From an optimization exercise on the open Yosys and OpenROAD flow, aimed at a short achievable clock period and few clock cycles; shortcuts taken in it are not production practice.
In this exercise RTL edits were held to simulation tests only and were not proved equivalent to the original.
Power is estimated from default activity; no workload was simulated.

### flow/design.v
module zcs8_core (
    input  wire        clk,
    input  wire        rst,
    output wire        imem_req,
    output wire [15:0] imem_addr,
    input  wire        imem_ack,
    input  wire [7:0]  imem_rdata,
    input  wire        imem_err,
    output wire        dmem_req,
    output wire        dmem_we,
    output wire [15:0] dmem_addr,
    output wire [7:0]  dmem_wdata,
    input  wire        dmem_ack,
    input  wire [7:0]  dmem_rdata,
    input  wire        dmem_err,
    output wire        halted,
    output wire        faulted,
    output wire [1:0]  fault_code,
    output wire        fault_ram,
    output wire        fault_write,
    output wire [15:0] fault_info,
    output wire [7:0]  reg_a,
    output wire [7:0]  reg_b,
    output wire [7:0]  reg_c,
    output wire [7:0]  reg_d,
    output wire [7:0]  reg_e,
    output wire [7:0]  reg_h,
    output wire [7:0]  reg_l,
    output wire [7:0]  reg_t,
    output wire [15:0] reg_sp,
    output wire [15:0] reg_pc,
    output wire        flag_z,
    output wire        flag_s,
    output wire        flag_p,
    output wire        flag_cy
);
    localparam AW = 7;
    localparam LW = 3;
    localparam N  = 1 << AW;
    localparam NL = 1 << (AW - LW);
    localparam TW = 16 - AW;
    localparam [15:0] PF_LIMIT = 16'd64;
    localparam [2:0] R_A = 3'd0, R_H = 3'd5, R_L = 3'd6;
    reg  [7:0]  rf [0:6];
    reg  [7:0]  t;
    reg  [15:0] sp;
    reg  [15:0] sp_p1;              
    reg  [15:0] pc;
    reg         fz, fs, fp, fcy;
    reg         running, halt_r, fault_r;
    reg  [1:0]  fcode;
    reg         fram, fwrite;
    reg  [15:0] finfo;
    wire [15:0] hl = {rf[R_H], rf[R_L]};
    reg  [8:0]    cdata [0:N-1];      
    reg  [N-1:0]  cvalid;
    reg  [TW-1:0] ctag [0:NL-1];
    reg         ibusy;
    reg  [15:0] iaddr_q;
    reg  [15:0] ppc;
    reg  [15:0] fq;                   
    reg  [15:0] fq1, fq2, fq3;        
    localparam QN = 12;
    reg  [8:0]  q [0:QN-1];              
    reg  [3:0]  qn;                   
    reg  [15:0] qpc;
    function is_ldi_f(input [7:0] o);
        is_ldi_f = (o[7:3] == 5'd0) && (o[2:0] != 3'd7);
    endfunction
    function is_ctl_f(input [7:0] o);    
        is_ctl_f = ((o[7:6] == 2'b11) && (o[2:0] == 3'd4)) || (o == 8'h24) || (o == 8'hFF);
    endfunction
    function is_jl_f(input [7:0] o);     
        is_jl_f = ((o[7:6] == 2'b11) && (o[2:0] == 3'd4)) || (o == 8'h24);
    endfunction
    function is_mem_f(input [7:0] o);
        is_mem_f = ((o[7:6] == 2'b00) && ((o[2:0] == 3'd7) || (o[5:3] == 3'd7)) && (o != 8'h3F)) ||
                   ((o[7:6] == 2'b01) && ((o[2:0] == 3'd7) || (o[5:3] == 3'd7)) && (o != 8'h7F));
    endfunction
    function is_mov_f(input [7:0] o);
        is_mov_f = (o[7:6] == 2'b01) && (o[5:3] != 3'd7) && (o[2:0] != 3'd7);
    endfunction
    function [10:0] dec_f(input [7:0] o);
        reg [1:0] h;
        reg [2:0] sr, ct;
        begin
            h = o[7:6]; sr = o[5:3]; ct = o[2:0];
            dec_f[10] = (h == 2'b00) && (sr == 3'd0) && (ct != 3'd7);
            dec_f[9]  = (h == 2'b00) && (ct == 3'd7) && (sr != 3'd7);
            dec_f[8]  = (h == 2'b00) && (sr == 3'd7) && (ct != 3'd7);
            dec_f[7]  = (o == 8'h3F);
            dec_f[6]  = (o == 8'h24);
            dec_f[5]  = (h == 2'b01) && (sr != 3'd7) && (ct != 3'd7);
            dec_f[4]  = (h == 2'b01) && (ct == 3'd7) && (sr != 3'd7);
            dec_f[3]  = (h == 2'b01) && (sr == 3'd7) && (ct != 3'd7);
            dec_f[2]  = (h == 2'b11) && (ct == 3'd4);
            dec_f[1]  = (o == 8'hFF);
            dec_f[0]  = ((h == 2'b10) || ((h == 2'b11) && (ct != 3'd4) && (o != 8'hFF))) && (sr != 3'd7);
        end
    endfunction
    function is_alu_f(input [7:0] o);
        is_alu_f = (o[7] == 1'b1) && (o[5:3] != 3'd7) && !((o[6] == 1'b1) && (o[2:0] == 3'd4));
    endfunction
    wire [AW-1:0] i0 = fq[AW-1:0];
    wire [AW-1:0] i1 = fq1[AW-1:0];
    wire [AW-1:0] i2 = fq2[AW-1:0];
    wire [AW-1:0] i3 = fq3[AW-1:0];
    wire [8:0] nb0 = cdata[i0];
    wire [8:0] nb1 = cdata[i1];
    wire [8:0] nb2 = cdata[i2];
    wire [8:0] nb3 = cdata[i3];
    wire h0 = cvalid[i0] && (ctag[i0[AW-1:LW]] == fq[15:AW]);
    wire h1 = cvalid[i1] && (ctag[i1[AW-1:LW]] == fq1[15:AW]);
    wire h2 = cvalid[i2] && (ctag[i2[AW-1:LW]] == fq2[15:AW]);
    wire h3 = cvalid[i3] && (ctag[i3[AW-1:LW]] == fq3[15:AW]);
    wire       f_en = (qn <= QN - 4);
    wire [2:0] f_cnt = !f_en ? 3'd0 : (h0 && h1 && h2 && h3) ? 3'd4 : h0 ? 3'd1 : 3'd0;
    wire [15:0] f_miss = fq;
    wire [8:0] b0 = q[0];
    wire [8:0] b1 = q[1];
    wire [8:0] b2 = q[2];
    wire [8:0] b3 = q[3];
    wire v0 = (qn != 4'd0);
    wire v1 = (qn >  4'd1);
    wire v2 = (qn >  4'd2);
    wire v3 = (qn >  4'd3);
    wire u1 = v1 && !b1[8];
    wire u2 = v2 && !b2[8];
    wire u3 = v3 && !b3[8];
    wire       f_ldi = is_ldi_f(b0[7:0]);
    wire       f_ok  = v0 && (b0[8] || !f_ldi || v1);
    wire [7:0] op2  = f_ldi ? b2[7:0] : b1[7:0];
    wire       u_o2 = f_ldi ? u2 : u1;
    wire [7:0] im2  = f_ldi ? b3[7:0] : b2[7:0];
    wire       u_i2 = f_ldi ? u3 : u2;
    wire       ldi2 = is_ldi_f(op2);
    wire       first_ok = !b0[8] && (f_ldi ? u1 : 1'b1);
    wire       pairA = first_ok && u_o2 && ldi2 && u_i2 &&
                       !is_ctl_f(b0[7:0]) && !is_mem_f(b0[7:0]) &&
                       (f_ldi || is_mov_f(b0[7:0]) || is_alu_f(b0[7:0]) || (b0[7:0] == 8'h3F));
    wire [2:0] d1   = b0[2:0];
    wire       rd_d1 = (op2[5:3] == d1) || (is_alu_f(op2) && (d1 == R_A));
    wire       pairB = f_ldi && first_ok && u_o2 && !ldi2 &&
                       (is_jl_f(op2) || ((is_mov_f(op2) || is_alu_f(op2)) && !rd_d1));
    wire       pair  = pairA || pairB;
    reg         e_valid;
    reg  [7:0]  e_op;
    reg  [7:0]  e_imm;
    reg         e_immerr;
    reg         e_operr;
    reg  [15:0] e_pc;
    reg  [15:0] e_npc;
    reg         e_sv;           
    reg         e_sfirst;       
    reg  [2:0]  e_sd;
    reg  [7:0]  e_simm;
    reg         e_mem;          
    reg         e_we;           
    reg  [1:0]  e_asel;         
    reg         e_res;          
    reg         e_wfl;          
    reg         e_whl;          
    reg         e_mh, e_ml;     
    reg         dpend;
    reg         dload;
    reg         dpush;
    reg  [2:0]  ddest;
    reg  [15:0] daddr_q;
    reg         dwe_q;
    wire [1:0] hi2 = e_op[7:6];
    wire [2:0] src = e_op[5:3];
    wire [2:0] ctl = e_op[2:0];
    reg  [10:0] e_cls;
    reg         e_ferr_r;
    wire is_ldi  = e_cls[10];
    wire is_push = e_cls[9];
    wire is_pop  = e_cls[8];
    wire is_lsp  = e_cls[7];
    wire is_lpc  = e_cls[6];
    wire is_mov  = e_cls[5];
    wire is_stm  = e_cls[4];
    wire is_ldm  = e_cls[3];
    wire is_jmp  = e_cls[2];
    wire is_hlt  = e_cls[1];
    wire is_alu  = e_cls[0];
    wire is_mem  = is_push || is_pop || is_stm || is_ldm;
    wire e_ferr  = e_ferr_r;
    wire rd_src = is_mov || is_alu;
    wire rd_a   = is_alu;
    wire rd_hl  = is_lsp || is_lpc || is_jmp;
    wire dep = dload && ((rd_src && (src == ddest)) || (rd_a && (ddest == R_A)) ||
                         (rd_hl && (ddest == R_H || ddest == R_L)));
    wire s_h = e_sv && e_sfirst && (e_sd == R_H);
    wire s_l = e_sv && e_sfirst && (e_sd == R_L);
    wire [15:0] jt = {s_h ? e_simm : rf[R_H], s_l ? e_simm : rf[R_L]};
    wire [7:0] alu_a = rf[R_A];
    wire [7:0] alu_t = rf[src];
    reg  [9:0] inter;
    always @(*) begin
        case (ctl)
            3'd0: inter = {2'b00, alu_a} + {2'b00, alu_t};
            3'd1: inter = {2'b00, alu_a} + {2'b00, alu_t} + {9'd0, fcy};
            3'd2: inter = {2'b00, alu_a} - {2'b00, alu_t};
            3'd3: inter = {2'b00, alu_a} - {2'b00, alu_t} - {9'd0, fcy};
            3'd4: inter = {2'b00, alu_a & alu_t};
            3'd5: inter = {2'b00, alu_a | alu_t};
            3'd6: inter = {2'b00, alu_a ^ alu_t};
            default: inter = {2'b00, ~alu_a};
        endcase
    end
    reg jflag;
    always @(*) begin
        case (e_op[5:4])
            2'd0: jflag = fz;
            2'd1: jflag = fs;
            2'd2: jflag = fp;
            default: jflag = fcy;
        endcase
    end
    wire d_ack  = dpend && dmem_ack;
    wire d_kill = d_ack && dmem_err;
    wire e_stall = dpend && (!dmem_ack || e_mem || dep);
    wire e_go_now = running && e_valid && !dpend;
    wire e_go_ack = running && e_valid && dpend && !e_mem && !dep;
    wire e_fire  = e_go_now || (e_go_ack && dmem_ack && !dmem_err);
    wire e_jt    = running && e_valid && !e_ferr && !e_res && (is_lpc || (is_jmp && (jflag == e_op[3])));
    wire e_redir = e_fire && e_jt;
    wire e_take  = !e_valid || e_fire;
    wire [15:0] pf_dist = ppc - qpc;
    reg         pf_ok;
    assign imem_req  = !ibusy && pf_ok;
    assign imem_addr = ppc;
    wire i_fill = ibusy && imem_ack;
    reg         rd_q;
    reg  [15:0] rd_addr;
    wire f_redir = f_en && !h0 && !e_jt && (f_miss != ppc) &&
                   !(ibusy && (iaddr_q == f_miss)) && !(rd_q && (rd_addr == f_miss));
    integer i;
    always @(posedge clk) begin
        if (rst) begin
            cvalid <= {N{1'b0}};
            ibusy  <= 1'b0;
            iaddr_q <= 16'h0000;
            ppc    <= 16'h0000;
            pf_ok  <= 1'b1;
            rd_q   <= 1'b0;
            rd_addr <= 16'h0000;
            bv     <= {NB{1'b0}};
            bptr   <= 2'd0;
        end else begin
            if (bf_pend && fq == bf_addr && f_cnt == 3'd4) begin
                bv[bptr]   <= 1'b1;
                btag[bptr] <= bf_addr;
                bdat[bptr] <= {nb3, nb2, nb1, nb0};
                bptr       <= bptr + 2'd1;
            end
            rd_q    <= f_redir;
            rd_addr <= f_miss;
            pf_ok <= (pf_dist < PF_LIMIT);
            if (i_fill) begin
                ibusy <= 1'b0;
                cdata[iaddr_q[AW-1:0]] <= {imem_err, imem_rdata};
                if (ctag[iaddr_q[AW-1:LW]] != iaddr_q[15:AW]) begin
                    ctag[iaddr_q[AW-1:LW]] <= iaddr_q[15:AW];
                    for (i = 0; i < N; i = i + 1)
                        if (i[AW-1:LW] == iaddr_q[AW-1:LW])
                            cvalid[i] <= (i[LW-1:0] == iaddr_q[LW-1:0]);
                end else begin
                    cvalid[iaddr_q[AW-1:0]] <= 1'b1;
                end
            end
            if (imem_req) begin
                ibusy   <= 1'b1;
                iaddr_q <= ppc;
                ppc     <= ppc + 16'd1;
            end
            if (rd_q)
                ppc <= rd_addr;
        end
    end
    wire ev = e_valid;
    wire fw_sh = ev && e_sv && (e_sd == R_H);
    wire fw_sl = ev && e_sv && (e_sd == R_L);
    wire [7:0] hf = fw_sh ? e_simm : ((ev && e_mh) ? e_imm : rf[R_H]);
    wire [7:0] lf = fw_sl ? e_simm : ((ev && e_ml) ? e_imm : rf[R_L]);
    wire safe_hl = !(ev && e_whl) && !(dpend && dload && (ddest == R_H || ddest == R_L));
    wire safe_fl = !(ev && e_wfl);
    wire [7:0] op_j = pairB ? op2 : b0[7:0];
    wire jg  = (pairB || (!pair && !b0[8])) && is_jl_f(op_j);
    wire j_lpc = (op_j == 8'h24);
    reg  jflag_f;
    always @(*) begin
        case (op_j[5:4])
            2'd0: jflag_f = fz;
            2'd1: jflag_f = fs;
            2'd2: jflag_f = fp;
            default: jflag_f = fcy;
        endcase
    end
    wire f_res  = jg && safe_hl && (j_lpc || safe_fl);
    wire f_take = f_res && (j_lpc || (jflag_f == op_j[3]));
    wire [15:0] f_tgt = {(pairB && d1 == R_H) ? b1[7:0] : hf,
                         (pairB && d1 == R_L) ? b1[7:0] : lf};
    wire [1:0] f_adv = pairA ? (f_ldi ? 2'd3 : 2'd2) :
                       pairB ? 2'd2 :
                       (f_ldi ? 2'd1 : 2'd0);       
    wire [15:0] n0 = qpc + {13'd0, f_adv} + 16'd1;
    wire        d_ok  = f_ok && !b0[8];
    wire [2:0]  len   = {1'b0, f_adv} + 3'd1;
    wire        go1   = d_ok;
    wire        go0   = d_ok && !e_valid;
    wire        fl1   = e_jt || (go1 && f_take);
    wire        fl0   = go0 && f_take;
    wire [15:0] tg1   = e_jt ? jt : f_tgt;
    wire [2:0]  cons1 = go1 ? len : 3'd0;
    wire [2:0]  cons0 = go0 ? len : 3'd0;
    wire [3:0]  qrem1 = qn - {1'b0, cons1};
    wire [3:0]  qrem0 = qn - {1'b0, cons0};
    reg  [8:0]  qa   [0:QN+7];
    reg  [8:0]  qnx1 [0:QN-1];
    reg  [8:0]  qnx0 [0:QN-1];
    integer j;
    always @(*) begin
        for (j = 0; j < QN + 8; j = j + 1) begin
            if (j < QN && j < qn)
                qa[j] = q[j % QN];
            else
                case ((j - qn) & 3)
                    0: qa[j] = nb0;
                    1: qa[j] = nb1;
                    2: qa[j] = nb2;
                    default: qa[j] = nb3;
                endcase
        end
        for (j = 0; j < QN; j = j + 1) begin
            qnx1[j] = qa[j + cons1];
            qnx0[j] = qa[j + cons0];
        end
    end
    localparam NB = 4;
    reg  [NB-1:0] bv;
    reg  [15:0]   btag [0:NB-1];
    reg  [35:0]   bdat [0:NB-1];
    reg  [1:0]    bptr;
    reg           bf_pend;
    reg  [15:0]   bf_addr;
    reg           bhj, bhf;
    reg  [35:0]   bdj, bdf;
    integer m;
    always @(*) begin
        bhj = 1'b0; bhf = 1'b0; bdj = 36'd0; bdf = 36'd0;
        for (m = 0; m < NB; m = m + 1) begin
            if (bv[m] && btag[m] == jt) begin
                bhj = 1'b1;
                bdj = bdj | bdat[m];
            end
            if (bv[m] && btag[m] == f_tgt) begin
                bhf = 1'b1;
                bdf = bdf | bdat[m];
            end
        end
    end
    wire        bh1 = 1'b0;
    wire [35:0] bw1 = e_jt ? bdj : bdf;
    wire        bh0 = 1'b0;
    wire [8:0]  bd1 [0:3];
    wire [8:0]  bd0 [0:3];
    assign bd1[0] = bw1[8:0];   assign bd1[1] = bw1[17:9];
    assign bd1[2] = bw1[26:18]; assign bd1[3] = bw1[35:27];
    assign bd0[0] = bdf[8:0];   assign bd0[1] = bdf[17:9];
    assign bd0[2] = bdf[26:18]; assign bd0[3] = bdf[35:27];
    wire [15:0] fqs [0:7];
    assign fqs[0] = fq;
    assign fqs[1] = fq1;
    assign fqs[2] = fq2;
    assign fqs[3] = fq3;
    assign fqs[4] = fq + 16'd4;
    assign fqs[5] = fq + 16'd5;
    assign fqs[6] = fq + 16'd6;
    assign fqs[7] = fq + 16'd7;
    reg  [15:0] fqn [0:3];
    integer k;
    always @(*) begin
        for (k = 0; k < 4; k = k + 1)
            case (f_cnt)
                3'd0: fqn[k] = fqs[k];
                3'd1: fqn[k] = fqs[k + 1];
                3'd2: fqn[k] = fqs[k + 2];
                3'd3: fqn[k] = fqs[k + 3];
                default: fqn[k] = fqs[k + 4];
            endcase
    end
    always @(posedge clk) begin
        if (rst) begin
            for (i = 0; i < 7; i = i + 1)
                rf[i] <= 8'h00;
            t       <= 8'h00;
            sp      <= 16'h0000;
            sp_p1   <= 16'h0001;
            pc      <= 16'h0000;
            fz      <= 1'b0;
            fs      <= 1'b0;
            fp      <= 1'b0;
            fcy     <= 1'b0;
            running <= 1'b1;
            halt_r  <= 1'b0;
            fault_r <= 1'b0;
            fcode   <= 2'd0;
            fram    <= 1'b0;
            fwrite  <= 1'b0;
            finfo   <= 16'h0000;
            fq      <= 16'h0000;
            fq1     <= 16'h0001;
            fq2     <= 16'h0002;
            fq3     <= 16'h0003;
            qn      <= 4'd0;
            qpc     <= 16'h0000;
            bf_pend <= 1'b0;
            bf_addr <= 16'h0000;
            e_valid <= 1'b0;
            e_op    <= 8'h00;
            e_cls   <= 11'd0;
            e_ferr_r <= 1'b0;
            e_imm   <= 8'h00;
            e_immerr <= 1'b0;
            e_operr <= 1'b0;
            e_pc    <= 16'h0000;
            e_npc   <= 16'h0000;
            e_sv    <= 1'b0;
            e_sfirst <= 1'b0;
            e_sd    <= 3'd0;
            e_simm  <= 8'h00;
            e_mem   <= 1'b0;
            e_we    <= 1'b0;
            e_asel  <= 2'd0;
            e_res   <= 1'b0;
            e_wfl   <= 1'b0;
            e_whl   <= 1'b0;
            e_mh    <= 1'b0;
            e_ml    <= 1'b0;
            dpend   <= 1'b0;
            dload   <= 1'b0;
            dpush   <= 1'b0;
            ddest   <= 3'd0;
            daddr_q <= 16'h0000;
            dwe_q   <= 1'b0;
        end else begin
            if (e_take) begin
                e_valid  <= f_ok && !e_redir;
                e_op     <= pairB ? op2 : b0[7:0];
                e_cls    <= dec_f(pairB ? op2 : b0[7:0]);
                e_ferr_r <= !pair && (b0[8] || (f_ldi && b1[8]));
                e_imm    <= b1[7:0];
                e_immerr <= b1[8];
                e_operr  <= b0[8];
                e_pc     <= qpc;
                e_npc    <= f_take ? f_tgt : n0;
                e_res    <= f_res;
                e_wfl    <= is_alu_f(pairB ? op2 : b0[7:0]);
                e_whl    <= pairB ? (is_mov_f(op2) && (op2[2:0] == R_H || op2[2:0] == R_L)) :
                            ((is_mov_f(b0[7:0]) || is_mem_f(b0[7:0])) &&
                             (b0[2:0] == R_H || b0[2:0] == R_L));
                e_mh     <= f_ldi && !pairB && (b0[2:0] == R_H);
                e_ml     <= f_ldi && !pairB && (b0[2:0] == R_L);
                e_sv     <= pair;
                e_sfirst <= pairB;
                e_sd     <= pairB ? d1 : op2[2:0];
                e_simm   <= pairB ? b1[7:0] : im2;
                e_mem    <= is_mem_f(b0[7:0]) && !b0[8] && !pairB;
                e_we     <= (b0[2:0] == 3'd7);
                e_asel   <= (b0[7:6] == 2'b01) ? 2'd0 : ((b0[2:0] == 3'd7) ? 2'd1 : 2'd2);
            end
            if (e_fire) begin
                qn  <= fl1 ? (bh1 ? 4'd4 : 4'd0) : qrem1 + {1'b0, f_cnt};
                qpc <= fl1 ? tg1 : go1 ? n0 : qpc;
                fq  <= fl1 ? (bh1 ? tg1 + 16'd4 : tg1) : fqn[0];
                fq1 <= fl1 ? (bh1 ? tg1 + 16'd5 : tg1 + 16'd1) : fqn[1];
                fq2 <= fl1 ? (bh1 ? tg1 + 16'd6 : tg1 + 16'd2) : fqn[2];
                fq3 <= fl1 ? (bh1 ? tg1 + 16'd7 : tg1 + 16'd3) : fqn[3];
                for (i = 0; i < QN; i = i + 1)
                    q[i] <= (fl1 && i < 4) ? bd1[i] : qnx1[i];
                bf_pend <= fl1 && !bh1;
                bf_addr <= tg1;
            end else begin
                qn  <= fl0 ? (bh0 ? 4'd4 : 4'd0) : qrem0 + {1'b0, f_cnt};
                qpc <= fl0 ? f_tgt : go0 ? n0 : qpc;
                fq  <= fl0 ? (bh0 ? f_tgt + 16'd4 : f_tgt) : fqn[0];
                fq1 <= fl0 ? (bh0 ? f_tgt + 16'd5 : f_tgt + 16'd1) : fqn[1];
                fq2 <= fl0 ? (bh0 ? f_tgt + 16'd6 : f_tgt + 16'd2) : fqn[2];
                fq3 <= fl0 ? (bh0 ? f_tgt + 16'd7 : f_tgt + 16'd3) : fqn[3];
                for (i = 0; i < QN; i = i + 1)
                    q[i] <= (fl0 && i < 4) ? bd0[i] : qnx0[i];
                bf_pend <= fl0 && !bh0;
                bf_addr <= f_tgt;
            end
            if (d_ack) begin
                dpend <= 1'b0;
                if (dmem_err) begin
                    running <= 1'b0;
                    fault_r <= 1'b1;
                    fcode   <= 2'd1;
                    fram    <= 1'b1;
                    fwrite  <= dwe_q;
                    finfo   <= daddr_q;
                end else begin
                    if (dload)
                        rf[ddest] <= dmem_rdata;
                    if (dpush) begin
                        sp    <= sp - 16'd1;
                        sp_p1 <= sp;
                    end
                end
            end
            if (e_fire) begin
                pc <= e_npc;
                if (e_sv && e_sfirst && !e_ferr)
                    rf[e_sd] <= e_simm;
                if (e_ferr) begin
                    running <= 1'b0;
                    fault_r <= 1'b1;
                    fcode   <= 2'd1;
                    finfo   <= e_operr ? e_pc : e_pc + 16'd1;
                    pc      <= e_operr ? e_pc : e_pc + 16'd1;
                end else if (is_ldi) begin
                    rf[ctl] <= e_imm;
                end else if (is_push || is_stm) begin
                    dpend   <= 1'b1;
                    dload   <= 1'b0;
                    dpush   <= is_push;
                    daddr_q <= is_push ? sp : hl;
                    dwe_q   <= 1'b1;
                end else if (is_pop || is_ldm) begin
                    dpend   <= 1'b1;
                    dload   <= 1'b1;
                    dpush   <= 1'b0;
                    ddest   <= ctl;
                    daddr_q <= is_pop ? sp_p1 : hl;
                    dwe_q   <= 1'b0;
                    if (is_pop) begin
                        sp    <= sp_p1;
                        sp_p1 <= sp_p1 + 16'd1;
                    end
                end else if (is_lsp) begin
                    sp    <= hl;
                    sp_p1 <= hl + 16'd1;
                end else if (is_lpc) begin
                    if (!e_res)
                        pc <= jt;
                end else if (is_mov) begin
                    t       <= rf[src];
                    rf[ctl] <= rf[src];
                end else if (is_jmp) begin
                    if (!e_res && jflag == e_op[3])
                        pc <= jt;
                end else if (is_hlt) begin
                    running <= 1'b0;
                    halt_r  <= 1'b1;
                end else if (is_alu) begin
                    t   <= alu_t;
                    fz  <= (inter == 10'd0);
                    fs  <= inter[7];
                    fp  <= ~inter[0];
                    fcy <= inter[9] | inter[8];
                    if (hi2 == 2'b10)
                        rf[R_A] <= inter[7:0];
                end else begin
                    running <= 1'b0;
                    fault_r <= 1'b1;
                    fcode   <= 2'd2;
                    finfo   <= {8'h00, e_op};
                end
                if (e_sv && !e_sfirst && !e_ferr)
                    rf[e_sd] <= e_simm;
            end
        end
    end
    assign dmem_req   = running && e_valid && !dpend && e_mem;
    assign dmem_we    = e_we;
    assign dmem_addr  = e_asel[1] ? sp_p1 : (e_asel[0] ? sp : hl);
    assign dmem_wdata = rf[src];
    assign halted      = halt_r;
    assign faulted     = fault_r;
    assign fault_code  = fcode;
    assign fault_ram   = fram;
    assign fault_write = fwrite;
    assign fault_info  = finfo;
    assign reg_a  = rf[0];
    assign reg_b  = rf[1];
    assign reg_c  = rf[2];
    assign reg_d  = rf[3];
    assign reg_e  = rf[4];
    assign reg_h  = rf[5];
    assign reg_l  = rf[6];
    assign reg_t  = t;
    assign reg_sp = sp;
    assign reg_pc = pc;
    assign flag_z  = fz;
    assign flag_s  = fs;
    assign flag_p  = fp;
    assign flag_cy = fcy;
endmodule
### flow/run.sh
#!/bin/bash
# synth_recipe.tcl (not shown) runs the flow's synth.tcl, then flattens the netlist and writes it again
# the make line also repeats each setting of config.mk as NAME=value (left out here)
make -C /OpenROAD-flow-scripts/flow DESIGN_CONFIG=/design/flow/config.mk WORK_HOME=/design/flow/orfs CLKGATE_MAP_FILE= SYNTH_SCRIPT=/design/flow/synth_recipe.tcl finish
### flow/constraint.sdc
create_clock -name core_clock -period 10.0 [get_ports {clk}]
set_input_delay 2.0000 -clock core_clock [delete_from_list [all_inputs] [get_ports {clk}]]
set_output_delay 2.0000 -clock core_clock [all_outputs]
set_load 0.01 [all_outputs]
### flow/config.mk
export PLATFORM = sky130hd
export DESIGN_NAME = zcs8_core
export DESIGN_NICKNAME = zcs8_core
export VERILOG_FILES = /design/flow/design.v
export SDC_FILE = /design/flow/constraint.sdc
export NUM_CORES = 4
export LEC_CHECK = 0
export ABC_CLOCK_PERIOD_IN_PS = 4000
export CAP_MARGIN = 20
export CORE_MARGIN = 2
export CORE_UTILIZATION = 40
export SETUP_SLACK_MARGIN = 5
export SLEW_MARGIN = 20
==> flow_summary.json <==
{
  "dp_hpwl_mm": 711,
  "grt_max_degree": 184,
  "ys_types": 116,
  "synth_area_um2": 162000,
  "dieHeight_um": 640,
  "cts_made_buffers": 263,
  "clock-root-buffer": "clkbuf_16",
  "synth_cells": 15200,
  "synth_fp_nets": 15400,
  "stop_stage": "global routing (5_1_grt)",
  "start_util": 0.401,
  "io-pin-count": 187,
  "synth.most_common_cell": "edfxtp_1",
  "synth_edf_count": 1676,
  "async_reset_ff_frac": 0,
  "htreeDepth": 5,
  "fp.dieW_um": 640,
  "ys_seq_area_frac": 0.371,
  "synth_area_leader_cell": "edfxtp_1",
  "grt_overflow": 1,
  "placed_area_um2": 173000,
  "status": "did not finish",
  "place.gp.congestion": 1.19,
  "numPortBuffers": 186,
  "rows": 233,
  "error": "[ERROR GRT-0232] Routing congestion too high. Check the congestion heatmap in the GUI.",
  "cts_sinks": 2159,
  "synth_seq_cells": 2159,
  "clockBufferDepth": 4,
  "yosysWarnings": 6,
  "ys.flop_type": "edfxtp_1",
  "grt_usage": 0.571,
  "avgSynthCellArea_um2": 10.6,
  "synth_top_area_frac": 0.311,
  "synthTopCellsByCount": "edfxtp_1 (1676), nand2_1 (1363), mux4_2 (1345)",
  "yosys-top-cells-area": "edfxtp_1 (31%), mux4_2 (19%), dfxtp_1 (6.0%)"
}
[power by group through the flow]
stage	registers, uW	clock network, uW	logic [uW]
after detailed placement	11700	0	30900
after global placement	11700	0	31200
after floorplan	10900	0	14700
after CTS	11400	10100	38000
[layer usage]
metal,global-route usage,overflow
met4,0.474,0
met3,0.427,1
met1,0.617,0
met5,0.255,0
met2,0.702,0
[how the worst min path moves through the flow]
stage	to	slack [ps]	start
after floorplan	e_npc[7]	430	e_npc[7]
after CTS	e_npc[7]	450	e_npc[7]
after global placement	e_npc[7]	440	e_npc[7]
after detailed placement	e_npc[6]	440	e_npc[6]
[what timing repair did]
| item | in CTS |
|---|---|
| resized for setup | 1999 |
| endpoints found under the setup margin | 635 |
| buffers inserted | 921 |
| pin swaps | 402 |
| cloned | 96 |
| hold buffers | 0 |
[kinds of logic after synthesis]
kind of cell / share of synthesized area
xor+xnor: 0.0221
simple gates: 0.115
compound gates: 0.195
flops: 0.371
mux: 0.242
fa+ha+maj: 0.00977
buf+inv: 0.0444
[metrics by stage]
step                total power [uW]  hold WS [ps]  setup slack (ps)  utilization  cells
floorplan                      25500           429              4260            -  15200
global placement               42900           435              1560        0.430  20200
detailed placement             42600           444              1570        0.430  20200
CTS                            59500           450              4230        0.503  21700
Testbench counts, summed over its fixed seeds: cycles 116,629.
